This design comes from an exercise in tuning for small area, a short achievable clock period and few clock cycles on the open sky130 flow, not from production work. The RTL was checked by simulation tests, not by an equivalence proof against the original design. Power figures rest on the tool's default switching activity, not on a simulated workload.

--- design/flow/design.v ---
module duck_alu (
    input  wire [33:0] a,         
    input  wire [33:0] b,         
    input  wire [33:0] c,         
    input  wire        cin,
    output wire [33:0] sum,
    output wire        ovf,
    output wire [31:0] result,
    output wire [3:0]  flag       
);
    wire [33:0] s = a ^ b ^ c;
    wire [33:0] k = (a & b) | (a & c) | (b & c);
    wire [33:0] y = {k[32:0], cin};
    assign sum = s + y;
    wire [31:0] zt = (s[31:0] ^ y[31:0]) ^ {s[30:0] | y[30:0], 1'b0};
    wire        zero = ~|zt;
    assign ovf = ~((sum[33:31] == 3'b000) | (sum[33:31] == 3'b111));
    assign result = ovf ? 32'd0 : sum[31:0];
    assign flag = ovf ? 4'b1000 :
                  sum[31] ? 4'b0001 :
                  zero ? 4'b0010 : 4'b0100;
endmodule
module duck_div (
    input  wire        clk,
    input  wire        rst,
    input  wire        start,
    input  wire        is_div,
    input  wire [31:0] x1,        
    input  wire [32:0] op2,       
    input  wire [32:0] nop2,      
    output wire        idle,
    output wire        done,      
    output wire [31:0] result,
    output wire [3:0]  flag
);
    localparam S_IDLE = 2'd0, S_PREP = 2'd1, S_ITER = 2'd2;
    reg  [1:0]  st;
    reg         dv;
    reg         ng;         
    reg         ov;         
    reg         mhi;        
    reg  [3:0]  cnt;        
    reg  [4:0]  sh;         
    reg         elt;        
    reg  [31:0] rx;         
    reg  [33:0] ry;         
    reg  [32:0] rz;         
    reg  [31:0] rq;         
    assign idle = (st == S_IDLE);
    wire [31:0] nx1  = ~x1 + 32'd1;
    wire [32:0] ax   = x1[31] ? {1'b0, nx1} : {1'b0, x1};    
    wire [32:0] ao   = op2[32] ? nop2 : op2;                 
    wire        x_lt = (ax[32:6] == 27'd0);
    wire [33:0] mc_s = x_lt ? (x1[31] ? {nop2[32], nop2} : {op2[32], op2})
                            : (op2[32] ? {{2{nx1[31]}}, nx1} : {{2{x1[31]}}, x1});
    wire        x1min = x1[31] && (x1[30:0] == 31'd0);
    wire [33:0] mc   = (!x_lt && op2[32] && x1min) ? 34'h080000000 : mc_s;
    wire [32:0] ml   = x_lt ? ax : ao;
    function [5:0] msb;
        input [33:0] v;
        integer k;
        begin
            msb = 6'd0;
            for (k = 0; k < 34; k = k + 1)
                if (v[k]) msb = k[5:0];
        end
    endfunction
    wire [5:0]  sft0  = msb({1'b0, ax}) - msb({1'b0, ao});
    wire [32:0] b_mag = ry[32:0];
    wire [33:0] b_al  = {1'b0, b_mag} << sh;
    wire [37:0] m_a  = {{6{rx[31]}}, rx};
    wire [37:0] m_p0 = rz[0] ? {{4{ry[33]}}, ry}       : 38'd0;
    wire [37:0] m_p1 = rz[1] ? {{3{ry[33]}}, ry, 1'b0} : 38'd0;
    wire [37:0] m_p2 = rz[2] ? {{2{ry[33]}}, ry, 2'b0} : 38'd0;
    wire [37:0] m_s1 = m_a ^ m_p0 ^ m_p1;
    wire [37:0] m_c1 = {(m_a[36:0] & m_p0[36:0]) | (m_a[36:0] & m_p1[36:0]) |
                        (m_p0[36:0] & m_p1[36:0]), 1'b0};
    wire [37:0] m_p3 = rz[3] ? {{1{ry[33]}}, ry, 3'b0} : 38'd0;
    wire [37:0] m_s1b = m_s1 ^ m_c1 ^ m_p2;
    wire [37:0] m_c1b = {(m_s1[36:0] & m_c1[36:0]) | (m_s1[36:0] & m_p2[36:0]) |
                        (m_c1[36:0] & m_p2[36:0]), 1'b0};
    wire [37:0] m_s2 = m_s1b ^ m_c1b ^ m_p3;
    wire [37:0] m_c2 = {(m_s1b[36:0] & m_c1b[36:0]) | (m_s1b[36:0] & m_p3[36:0]) |
                        (m_c1b[36:0] & m_p3[36:0]), 1'b0};
    wire [37:0] xs3  = m_s2 + m_c2;
    wire [31:0] m_zt = (m_s2[31:0] ^ m_c2[31:0]) ^ {m_s2[30:0] | m_c2[30:0], 1'b0};
    wire        m_zero = ~|m_zt;
    wire        prep  = (st == S_PREP);
    wire [33:0] dy    = prep ? b_al : ry;
    wire [32:0] dz    = prep ? 33'd0 : rz;
    wire [31:0] dqm   = prep ? 32'hffffffff : rq;
    wire [3:0]  dcnt  = cnt;
    wire [34:0] dv_1  = {1'b0, dy};
    wire [34:0] dv_h  = {2'b0, dy[33:1]};
    wire [34:0] d_t0  = {3'd0, rx} - dv_1;             
    wire [34:0] d_ta  = {3'd0, rx} - dv_h;             
    wire [34:0] d_tb  = {3'd0, rx} - dv_1 - dv_h;      
    wire        c0    = ~d_t0[34];
    wire        c1    = c0 ? ~d_tb[34] : ~d_ta[34];
    wire [31:0] d_r2  = c0 ? (c1 ? d_tb[31:0] : d_t0[31:0])
                           : (c1 ? d_ta[31:0] : rx);
    wire [32:0] rz_n   = {4'd0, rz[32:4]};
    wire        m_last = (rz_n == 33'd0);
    wire        m_oor  = ~((xs3[37:31] == 7'd0) | (xs3[37:31] == 7'h7f));
    wire        m_ov   = ov | m_oor | (mhi & (rz[3:0] != 4'd0));
    wire        mhi_n  = mhi | ~((ry[33:29] == 5'd0) | (ry[33:29] == 5'h1f));
    wire [1:0]  dq     = {c0, c1};
    wire [32:0] q_n    = {dz[30:0], dq};
    wire [31:0] qm_n   = (dq != 2'd0) ? {dz[29:0], dq - 2'd1} : {dqm[29:0], 2'b11};
    wire        d_last = (dcnt == 4'd0);
    wire [31:0] d_res  = ng ? ~qm_n : q_n[31:0];
    wire        d_ov   = q_n[31] & ~ng;
    wire        p_early   = ov || elt;
    wire        prep_done = prep && (p_early || d_last);
    wire        iter_done = (st == S_ITER) && (dv ? d_last : m_last);
    assign done = prep_done || iter_done;
    wire        d_zero = (dz[30:0] == 31'd0) && (dq == 2'd0);
    wire        pz    = prep && p_early;
    wire        r_ov  = pz ? ov : dv ? d_ov : m_ov;
    wire        r_z   = pz ? 1'b1 : dv ? d_zero : m_zero;
    wire        r_m   = pz ? 1'b0 : dv ? (ng & ~d_zero) : xs3[31];
    wire [31:0] r_val = dv ? d_res : xs3[31:0];
    assign result = (r_ov || pz) ? 32'd0 : r_val;
    assign flag   = r_ov ? 4'b1000 : r_m ? 4'b0001 : r_z ? 4'b0010 : 4'b0100;
    always @(posedge clk) begin
        if (rst) begin
            st  <= S_IDLE;
            dv  <= 1'b0;
            ng  <= 1'b0;
            ov  <= 1'b0;
            mhi <= 1'b0;
            cnt <= 4'd0;
            sh  <= 5'd0;
            elt <= 1'b0;
            rx  <= 32'd0;
            ry  <= 34'd0;
            rz  <= 33'd0;
            rq  <= 32'd0;
        end else begin
            case (st)
                S_IDLE: begin
                    if (start) begin
                        dv  <= is_div;
                        ng  <= x1[31] ^ op2[32];
                        ov  <= 1'b0;
                        mhi <= 1'b0;
                        if (is_div) begin
                            st  <= S_PREP;
                            rx  <= ax[31:0];
                            ry  <= {1'b0, ao};
                            ov  <= (ao == 33'd0);
                            elt <= sft0[5];
                            cnt <= sft0[4:1];
                            sh  <= {sft0[4:1], 1'b1};
                        end else begin
                            st <= S_ITER;
                            rx <= 32'd0;
                            ry <= mc;
                            rz <= ml;
                        end
                    end
                end
                S_PREP: begin
                    rx  <= d_r2;
                    ry  <= {2'd0, dy[33:2]};
                    rz  <= q_n;
                    rq  <= qm_n;
                    cnt <= dcnt - 4'd1;
                    st  <= (p_early || d_last) ? S_IDLE : S_ITER;
                end
                S_ITER: begin
                    if (!dv) begin
                        rx  <= xs3[31:0];
                        ov  <= m_ov;
                        mhi <= mhi_n;
                        ry  <= {ry[29:0], 4'd0};
                        rz  <= rz_n;
                        if (m_last) st <= S_IDLE;
                    end else begin
                        rx  <= d_r2;
                        ry  <= {2'd0, dy[33:2]};
                        rz  <= q_n;
                        rq  <= qm_n;
                        cnt <= cnt - 4'd1;
                        if (d_last) st <= S_IDLE;
                    end
                end
                default: st <= S_IDLE;
            endcase
        end
    end
endmodule
module duck_core (
    input  wire        clk,
    input  wire        rst,           
    input  wire        start,         
    input  wire [31:0] start_addr,
    output reg         mem_en,
    output reg         mem_we,
    output reg  [9:0]  mem_addr,
    output reg  [31:0] mem_wdata,
    input  wire [31:0] mem_rdata,
    output wire        trace_valid,
    output wire [31:0] trace_pc,
    output wire [31:0] trace_word,
    output wire [1:0]  state,         
    output wire [3:0]  cond,
    output wire [2:0]  fault_cause,
    output wire [31:0] fault_addr,
    output wire [31:0] fault_word,
    input  wire [3:0]  dbg_raddr,
    output wire [31:0] dbg_rdata
);
    localparam OP_HALT = 6'd0, OP_LOAD = 6'd1, OP_STORE = 6'd2, OP_ADD = 6'd3,
               OP_SUB  = 6'd5, OP_MUL  = 6'd6, OP_DIV   = 6'd7;
    localparam ST_RUN = 2'd0, ST_HALT = 2'd1, ST_FAULT = 2'd2;
    reg  [1:0]  st;
    reg  [31:0] pc;           
    reg  [31:0] regs [1:14];
    reg  [3:0]  cond_q;
    reg  [31:0] ir;
    reg         irv;          
    reg         ifv;          
    reg  [9:0]  ifa;          
    reg         lwb;          
    reg         lredo;        
    reg         swb;          
    reg  [3:0]  ls_rt;
    reg  [31:0] res_q;        
    reg         ls_oor;       
    reg  [2:0]  fcause;
    wire running = (st == ST_RUN);
    wire [5:0] op   = ir[31:26];
    wire [3:0] pred = ir[25:22];
    wire [3:0] rt   = ir[21:18];
    wire [3:0] rs1  = ir[17:14];
    wire [3:0] rs2  = ir[13:10];
    wire [9:0] off  = ir[9:0];
    reg  legal, is_ld, is_st, is_sub, is_hlt, is_md, is_dv, rt15, rt_reg;
    reg  d_aon, d_bx2, d_bres;
    reg  [10:0] cop;          
    wire pass   = |(cond_q & pred);
    function [22:0] decode;
        input [31:0] w;
        reg [5:0] o;
        reg       hlt, md, sb;
        reg [10:0] of;
        begin
            o   = w[31:26];
            hlt = (o == OP_HALT);
            md  = (o == OP_MUL) || (o == OP_DIV);
            sb  = (o == OP_SUB);
            of  = {w[9], w[9:0]};
            decode[0]  = (o <= 6'd3) || sb || md;            
            decode[1]  = (o == OP_LOAD);
            decode[2]  = (o == OP_STORE);
            decode[3]  = sb;
            decode[4]  = hlt;
            decode[5]  = md;
            decode[6]  = (o == OP_DIV);
            decode[7]  = (w[21:18] == 4'd15);
            decode[8]  = (w[21:18] != 4'd15) && (w[21:18] != 4'd0);
            decode[9]  = !hlt && !md;                       
            decode[10] = !hlt;                               
            decode[11] = 1'b0;                               
            decode[22:12] = hlt ? 11'd0 : sb ? (~of + 11'd1) : of;
        end
    endfunction
    reg  [15:1] sel1, sel2;
    wire [15:1] seld;
    reg  [31:0] x1, x2, xd;
    integer k;
    always @(*) begin
        x1 = sel1[15] ? pc : 32'd0;
        x2 = sel2[15] ? pc : 32'd0;
        xd = seld[15] ? pc : 32'd0;
        for (k = 1; k <= 14; k = k + 1) begin
            x1 = x1 | ({32{sel1[k]}} & regs[k]);
            x2 = x2 | ({32{sel2[k]}} & regs[k]);
            xd = xd | ({32{seld[k]}} & regs[k]);
        end
    end
    function [15:1] onehot;
        input [3:0] idx;
        integer j;
        begin
            for (j = 1; j <= 15; j = j + 1)
                onehot[j] = (idx == j);
        end
    endfunction
    assign seld = onehot(dbg_raddr);
    assign dbg_rdata = xd;
    wire lwb_rd  = pass && (ls_rt != 4'd0) && ((rs1 == ls_rt) || (rs2 == ls_rt));
    wire ex_wr   = pass && rt_reg && !is_ld && !is_md;
    wire sq_ir   = swb && (pc[9:0] == res_q[9:0]);
    wire sq_if   = swb && (ifa == res_q[9:0]);
    wire hold    = (lwb && (lredo || ls_oor || (ls_rt == 4'd15) || lwb_rd || ex_wr)) ||
                   (swb && (ls_oor || sq_ir || (is_ld && pass)));
    wire        md_idle, md_done;
    wire [31:0] md_res;
    wire [3:0]  md_flag;
    reg         f15;          
    wire issue    = running && irv && md_idle && !f15 && !hold;
    wire fire     = issue && legal;
    wire ex_pass  = fire && pass;
    wire md_start = ex_pass && is_md;
    wire md_wb    = running && md_done;
    wire complete = (fire && !(pass && is_md)) || (md_wb && !rt15) || f15;
    wire use_alu  = ex_pass && !is_md;
    wire [33:0] bval  = ({34{d_bx2}} & {{2{x2[31]}}, x2}) |
                        ({34{d_bres}} & {{2{res_q[31]}}, res_q});
    wire [33:0] alu_a = d_aon ? {{2{x1[31]}}, x1} : 34'd0;
    wire [33:0] alu_b = is_sub ? ~bval : bval;
    wire [33:0] alu_c = {{23{cop[10]}}, cop};
    wire [33:0] cval0 = {{24{off[9]}}, off};
    wire [33:0] ncval = ~cval0 + 34'd1;
    wire [33:0] sum;
    wire        alu_ovf;
    wire [31:0] alu_res;
    wire [3:0]  alu_flag;
    duck_alu u_alu (
        .a       (alu_a),
        .b       (alu_b),
        .c       (alu_c),
        .cin     (is_sub),
        .sum     (sum),
        .ovf     (alu_ovf),
        .result  (alu_res),
        .flag    (alu_flag)
    );
    wire [33:0] nsum = ~{{2{x2[31]}}, x2} + ncval + 34'd1;
    duck_div u_md (
        .clk     (clk),
        .rst     (rst),
        .start   (md_start),
        .is_div  (is_dv),
        .x1      (x1),
        .op2     (sum[32:0]),
        .nop2    (nsum[32:0]),
        .idle    (md_idle),
        .done    (md_done),
        .result  (md_res),
        .flag    (md_flag)
    );
    wire        wr_pc   = (use_alu || f15) && rt15;
    wire [31:0] pc_inc  = pc + 32'd1;
    wire [31:0] pc_next = wr_pc ? (alu_res + 32'd1) : pc_inc;
    wire        lwb15   = lwb && !lredo && !ls_oor && (ls_rt == 4'd15);
    wire [31:0] pc_new  = complete ? pc_next : lwb15 ? mem_rdata : pc;
    wire        keep_ir = irv && !complete && !sq_ir && !lwb15;
    wire [9:0]  ifa_m1  = ifa - 10'd1;
    wire        j_hit   = alu_ovf ? (ifa == 10'd1) :
                          (ifa_m1 == sum[9:0]) &&
                          (((sum[31:10] == 22'd0) && (sum[9:0] != 10'h3ff)) ||
                           (sum[31:0] == 32'hffffffff));
    wire        n_hit   = (ifa == pc_new[9:0]) && (pc_new[31:10] == 22'd0);
    wire        accept  = ifv && !sq_if && !lwb15 &&
                          ((complete && wr_pc) ? j_hit : n_hit);
    wire f_ls    = running && (lwb || swb) && ls_oor && !lredo;
    wire f_fetch = running && !irv && (pc[31:10] != 22'd0) && !f_ls &&
                   !(lwb && (lredo || ls_rt == 4'd15));
    wire f_dec   = issue && !legal;
    wire [9:0] fa_base = irv ? pc_inc[9:0] : pc[9:0];
    wire       m_next  = ifv && !sq_if && (ifa == fa_base);
    reg        bv;
    reg  [9:0] bpc, btg;
    reg        pt;            
    wire       seq_adv = m_next && (!irv || complete);
    wire       guess   = seq_adv && bv && (bpc == ifa);
    wire [9:0] seq_addr = guess ? btg : fa_base + {9'd0, seq_adv};
    wire [9:0] jmp_addr = pt ? (ifa + 10'd1) : (sum[9:0] + 10'd1);
    reg        fetch;
    always @(*) begin
        mem_en    = 1'b0;
        mem_we    = 1'b0;
        mem_addr  = seq_addr;
        mem_wdata = (ls_rt == 4'd0) ? 32'd0 : (ls_rt == 4'd15) ? pc : res_q;
        fetch     = 1'b0;
        if (running) begin
            if (swb) begin
                mem_en   = !ls_oor;
                mem_we   = 1'b1;
                mem_addr = res_q[9:0];
            end else if (lwb && lredo) begin
                mem_en   = 1'b1;
                mem_addr = res_q[9:0];
            end else if (ex_pass && is_ld) begin
                mem_en   = 1'b1;
                mem_addr = sum[9:0];
            end else if (wr_pc && !is_ld && !is_st) begin
                mem_en   = 1'b1;
                mem_addr = jmp_addr;
                fetch    = 1'b1;
            end else begin
                mem_en   = 1'b1;
                fetch    = 1'b1;
            end
        end
    end
    assign state       = st;
    assign cond        = cond_q;
    assign trace_valid = fire;
    assign trace_pc    = pc;
    assign trace_word  = ir;
    assign fault_cause = (st == ST_FAULT) ? fcause : 3'd0;
    assign fault_addr  = (st != ST_FAULT) ? 32'd0 :
                         fcause[2] || (fcause == 3'd3) ? res_q : pc;
    assign fault_word  = (st == ST_FAULT && fcause == 3'd1) ? ir : 32'd0;
    wire        w_lwb  = lwb && !lredo && rt_of_lwb;
    wire        rt_of_lwb = (ls_rt != 4'd0) && (ls_rt != 4'd15);
    wire        w_ex   = (use_alu && !is_ld || md_wb) && rt_reg;
    wire [3:0]  w_idx  = lwb ? ls_rt : rt;
    wire [31:0] w_data = lwb ? (ls_oor ? res_q : mem_rdata) : md_wb ? md_res : alu_res;
    integer i;
    always @(posedge clk) begin
        if (rst) begin
            for (i = 1; i <= 14; i = i + 1)
                regs[i] <= 32'd0;
        end else if (running && (w_lwb || w_ex)) begin
            regs[w_idx] <= w_data;
        end
    end
    wire        jins = running && use_alu && rt15 && !is_ld && !is_st && !is_hlt &&
                       !alu_ovf && (sum[31:10] == 22'd0) && (sum[9:0] < pc[9:0]);
    always @(posedge clk) begin
        if (rst) begin
            bv  <= 1'b0;
            bpc <= 10'd0;
            btg <= 10'd0;
            pt  <= 1'b0;
        end else begin
            pt <= running && guess && !swb && !(lwb && lredo) && !(ex_pass && is_ld) &&
                  !(wr_pc && !is_ld && !is_st);
            if (jins) begin
                bv  <= 1'b1;
                bpc <= pc[9:0];
                btg <= sum[9:0] + 10'd1;
            end
        end
    end
    always @(posedge clk) begin
        if (rst) begin
            st     <= ST_RUN;
            pc     <= 32'd0;
            cond_q <= 4'b1111;
            ir     <= 32'd0;
            sel1   <= 15'd0;
            sel2   <= 15'd0;
            {cop, d_bres, d_bx2, d_aon, rt_reg, rt15, is_dv, is_md, is_hlt, is_sub, is_st, is_ld, legal} <= decode(32'd0);
            irv    <= 1'b0;
            ifv    <= 1'b0;
            ifa    <= 10'd0;
            lwb    <= 1'b0;
            lredo  <= 1'b0;
            swb    <= 1'b0;
            ls_rt  <= 4'd0;
            res_q  <= 32'd0;
            ls_oor <= 1'b0;
            fcause <= 3'd0;
            f15    <= 1'b0;
        end else if (running) begin
            ifv <= fetch;
            ifa <= mem_addr;
            if (f_ls) begin
                st     <= ST_FAULT;
                fcause <= lwb ? 3'd3 : 3'd4;
                lwb    <= 1'b0;
                swb    <= 1'b0;
            end else if (f_fetch) begin
                st     <= ST_FAULT;
                fcause <= 3'd2;
                lwb    <= 1'b0;
                swb    <= 1'b0;
            end else if (f_dec) begin
                st     <= ST_FAULT;
                fcause <= 3'd1;
                lwb    <= 1'b0;
                swb    <= 1'b0;
            end else begin
                if (lwb && lredo) begin
                    lredo <= 1'b0;
                end else begin
                    lwb <= 1'b0;
                end
                swb <= 1'b0;
                if (lwb15)
                    pc <= mem_rdata;
                if (use_alu)
                    cond_q <= alu_flag;
                if (md_wb)
                    cond_q <= md_flag;
                f15 <= md_wb && rt15;
                if (md_wb && rt15) begin
                    d_aon  <= 1'b0;
                    d_bx2  <= 1'b0;
                    d_bres <= 1'b1;
                    cop    <= 11'd0;
                end
                if (md_wb)
                    res_q <= md_res;
                if (complete)
                    pc <= pc_next;
                if (ex_pass && (is_ld || is_st)) begin
                    lwb    <= is_ld;
                    lredo  <= is_ld && alu_ovf;
                    swb    <= is_st;
                    ls_rt  <= rt;
                    res_q  <= alu_res;
                    ls_oor <= (alu_res[31:10] != 22'd0);
                end
                if (ex_pass && is_hlt)
                    st <= ST_HALT;
                if (!keep_ir) begin
                    ir   <= mem_rdata;
                    sel1 <= onehot(mem_rdata[17:14]);
                    sel2 <= onehot(mem_rdata[13:10]);
                    {cop, d_bres, d_bx2, d_aon, rt_reg, rt15, is_dv, is_md, is_hlt, is_sub, is_st, is_ld, legal} <= decode(mem_rdata);
                    irv  <= accept;
                end
            end
        end else if (st == ST_HALT) begin
            ifv <= 1'b0;
            irv <= 1'b0;
            if (start) begin
                st <= ST_RUN;
                pc <= start_addr;
            end
        end
    end
endmodule
--- design/flow/flow/run.sh ---
#!/bin/bash
set -euo pipefail
export BUFFER_PORTS_ARGS="-buffer_cell sky130_fd_sc_hd__buf_2"
export SETUP_SLACK_MARGIN=11.5
bash standard.sh > standard_flow.log 2>&1
--- design/flow/standard.sh ---
#!/bin/bash
# synth_recipe.tcl (not shown) runs the flow's synth.tcl, then flattens the netlist and writes it again
# the make line also repeats each setting of config.mk as NAME=value (left out here)
make -C /OpenROAD-flow-scripts/flow DESIGN_CONFIG=/design/flow/config.mk WORK_HOME=/design/flow/orfs CLKGATE_MAP_FILE= SYNTH_SCRIPT=/design/flow/synth_recipe.tcl "${@:-finish}"
--- design/flow/config.mk ---
export PLATFORM = sky130hd
export DESIGN_NAME = duck_core
export DESIGN_NICKNAME = duck_core
export VERILOG_FILES = /design/flow/design.v
export SDC_FILE = /design/flow/constraint.sdc
export NUM_CORES = 4
export LEC_CHECK = 0
export CAP_MARGIN = 20
export CORE_MARGIN = 2
export CORE_UTILIZATION = 40
export PLACE_DENSITY = 0.6
export SLEW_MARGIN = 20
--- design/flow/constraint.sdc ---
create_clock -name core_clock -period 22.0 [get_ports {clk}]
set_input_delay 4.4000 -clock core_clock [delete_from_list [all_inputs] [get_ports {clk}]]
set_output_delay 4.4000 -clock core_clock [all_outputs]
set_load 0.01 [all_outputs]
==> results_dict.tcl <==
set metrics [dict create \
    syn2layout_area_growth_pct 13.84 \
    slew_headroom 0.05518 \
    path_clk_slew_ns 0.06 \
    synth_top_area_cell "edfxtp_1" \
    routabilityCongestion 1.069 \
    cp_max_fo 13 \
    hold_end "ir[26]$_SDFFE_PP0P_" \
    synth_nets 9317 \
    numPortBuffers 284 \
    clock-sinks 794 \
    synth_cells 8787 \
    status "finished clean" \
    worst_pin_slew_ns 1.417 \
    clockBufferDepth 3 \
    hold_path_depth 2 \
    regToRegSetupSlack_ns 11.81 \
    largest_register_ffs 448 \
    placed_cell_area_mm2 0.07550 \
    die_h_um 425.6 \
    synth.distinct_cells 116 \
    fin_skew_ns 0.04694 \
    wl_per_cell_um 39.65 \
    tns_ns 0 \
    ys_seq_area_frac 0.2867 \
    final_nets 9368 \
    vdd_drop_max_v 0.00007261 \
    r2r_start "u_md.sh[3]$_SDFFE_PP0P_" \
    ys_ff_latch 794 \
    p_leak_uw 0.03080 \
    vias 80220 \
    rsz0062_at_grt "yes" \
    slew_violations 0 \
    largest_register "regs" \
    required_ns 17.60 \
    arrival_ns 6.25 \
    clock.fmax_ghz 0.09387 \
    cts_tree "built" \
    antenna_found_initial 43 \
    grt_pass1_vias 73690 \
    synthTopCellsByArea "edfxtp_1 19%, dfxtp_1 9.7%, a22oi_1 5.7%, ha_1 5.6%, nand2_1 4.5%" \
    remaining_drc_errors 0 \
    fin_area_mm2 0.08092 \
    holdBufCountCts 0 \
    synth_edf_count 448 \
    syn_area_mm2 0.07109 \
    maxCapViolations 0 \
    synth.avg_cell_area_um2 8.090 \
    grt-ovfl-total 0 \
    grt_usage 0.4720 \
    cts_max_level 3 \
    clk_latency_ns 0.82 \
    synth_ff_type "edfxtp_1" \
    ios 285 \
    min_period_ns 10.65 \
    end_kind "primary output" \
    root_buffer "clkbuf_16" \
    dp.final_hpwl_um 317900 \
    nFillCells 17460 \
    power.total_uw 5835 \
    die_width_um 425.6 \
    start_util 0.4032 \
    timing.final.crit_share 0.4842 \
    drt_pre_antenna_iters 14 \
    top_regs "regs x448, u_md.ry x34, u_md.rz x33" \
    drtIter0Drc 14360 \
    layout-drive-gt1-share 0.1342 \
    grt_max_degree 176 \
    dieArea_mm2 0.1811 \
    drtAntennaViolNets 0 \
    hold_class "reg2reg" \
    min-delay-start "ir[26]$_SDFFE_PP0P_" \
    start_kind "input port" \
    reg2regPathDepth 34 \
    yosysWarnings 2 \
    via_per_inst 7.113 \
    powerDensity_mw_per_mm2 72.11 \
    async_flop_share 0 \
    numCtsBuffers 97 \
    routed_wl_um 447200 \
    post-synth-top-area-fraction 0.1892 \
    grt_pass1_wl_um 602900 \
    finalSetupViolCount 0 \
    design.core.area_mm2 0.1763 \
    rows 154 \
    timing.rr.end "u_md.rx[30]$_SDFFE_PP0P_" \
    hold_viol 0 \
    crit_type "in2out" \
]
## cell families after synthesis
kind of cell | synth area share
simple gates | 0.2174
compound gates | 0.2477
buf+inv | 0.06414
flops | 0.2867
xor+xnor | 0.05814
fa+ha+maj | 0.09568
mux | 0.03031
## Yosys cell counts, drive strengths merged (93+ instances only)
| cell type | number |
|---|---|
| nand4 | 150 |
| nand2 | 855 |
| a222oi | 102 |
| nor2 | 724 |
| mux2i | 144 |
| nand3 | 185 |
| edfxtp | 448 |
| clkbuf | 590 |
| ha | 318 |
| dfxtp | 346 |
| fa | 141 |
| inv | 403 |
| xor2 | 122 |
| o21ai | 406 |
| a21oi | 610 |
| and3 | 146 |
| a22oi | 540 |
| and2 | 203 |
| a211oi | 116 |
| nor3 | 549 |
| a221oi | 115 |
| buf | 159 |
| xnor2 | 343 |
| nor4 | 93 |
## stage by stage
step | worst slack [ns] | utilization | std cells | hold WS (ns)
floorplan | 11.84 | - | 8787 | 0.4318
global placement | 10.91 | 0.4281 | 10980 | 0.4622
detailed placement | 10.87 | 0.4283 | 10980 | 0.4643
CTS | 11.43 | 0.4528 | 11190 | 0.4732
global route | 11.39 | 0.4588 | 11260 | 0.4964
finish | 11.35 | 0.4590 | 11280 | 0.4827
## per-layer routing
layer  GRT usage  vias to the layer above  wire length [um]
met5           0                        -               273
met4      0.3111                       38             37550
met2      0.6835                     6813            182800
met1      0.5963                    39000            165700
li1            -                    32590                 -
met3      0.1560                     1785             60870
## where the power goes
| part | internal [uW] | switching [uW] | leakage, uW |
|---|---|---|---|
| clock | 1000 | 788 | 0.00165 |
| combinational | 662 | 1670 | 0.0217 |
| sequential | 1620 | 96.0 | 0.00745 |
| total | 3280 | 2550 | 0.0308 |
## final cells by class
class | count | area [um2] | area share
Multi-Input combinational cell | 6837 | 47130 | 0.5824
Clock inverter | 66 | 852.1 | 0.01053
Timing Repair Buffer | 701 | 5404 | 0.06678
Clock buffer | 114 | 2571 | 0.03177
Inverter | 407 | 1536 | 0.01899
Tap cell | 2340 | 2928 | 0.03618
Antenna cell | 19 | 47.55 | 0.0005876
Sequential cell | 794 | 20450 | 0.2528
## critical path, cell delays in order
cell and delay [ns]:
buf_12 0.09, nand2b_4 0.14, buf_4 0.15, nor2_4 0.07, buf_12 0.16, a222oi_1 0.33, and3_1 0.22, nand4_1 0.37
buf_2 0.29
## how the worst max path moves through the flow
stage	start	to	slack [ns]	cells past startpoint
floorplan	dbg_raddr[2]	dbg_rdata[2]	11.84	6
global placement	dbg_raddr[3]	dbg_rdata[8]	10.91	9
detailed placement	dbg_raddr[3]	dbg_rdata[8]	10.87	9
CTS	dbg_raddr[3]	dbg_rdata[8]	11.43	9
global route	dbg_raddr[2]	dbg_rdata[28]	11.39	9
finish	dbg_raddr[2]	dbg_rdata[7]	11.35	9
## placed cells by master, fill, tap and decap left out, types with 147 or more instances in the layout
master / n
a22oi_1: 538
xnor2_1: 330
nor3_1: 531
nand2_1: 835
edfxtp_1: 448
buf_2: 279
inv_1: 395
nand4_1: 147
buf_4: 349
a21oi_1: 597
nor2_1: 692
nand3_1: 184
and2_1: 190
dfxtp_1: 313
o21ai_0: 370
ha_1: 310
## repair_timing
| item | CTS | global route |
|---|---|---|
| setup buffers | 19 | 59 |
| pin swaps | 27 | 34 |
| setup endpoints to repair | 42 | 54 |
| gates cloned | 8 | 6 |
| resized for setup | 124 | 85 |
Testbench counts, summed over its fixed seeds: cycles 76,508.

[what the ideal ports hide]
Ports are ideal in the flow. The routed layout listed here was re-timed in OpenROAD.
Step 1 sets driving cells, clkbuf_16 on the clock port and buf_2 on the other inputs (assumed; they add their load-dependent delay and slew).
Step 2 times the ports against the registers' clock, not the clock port: input delays grow and output delays shrink by t, the midpoint of the rising clock arrivals with the driver on.
Three values: no drivers, after step 1, after step 2; two values: the first two.
t (ns): 0.885
setup slack, ns: 11.347 / 11.284 / 11.284
pins driven straight from the clock port: 1
After both steps setup and hold are still met in this run. For this run, drivers alone change the setup slack by -0.063 ns; drivers and shift together by -0.063 ns.
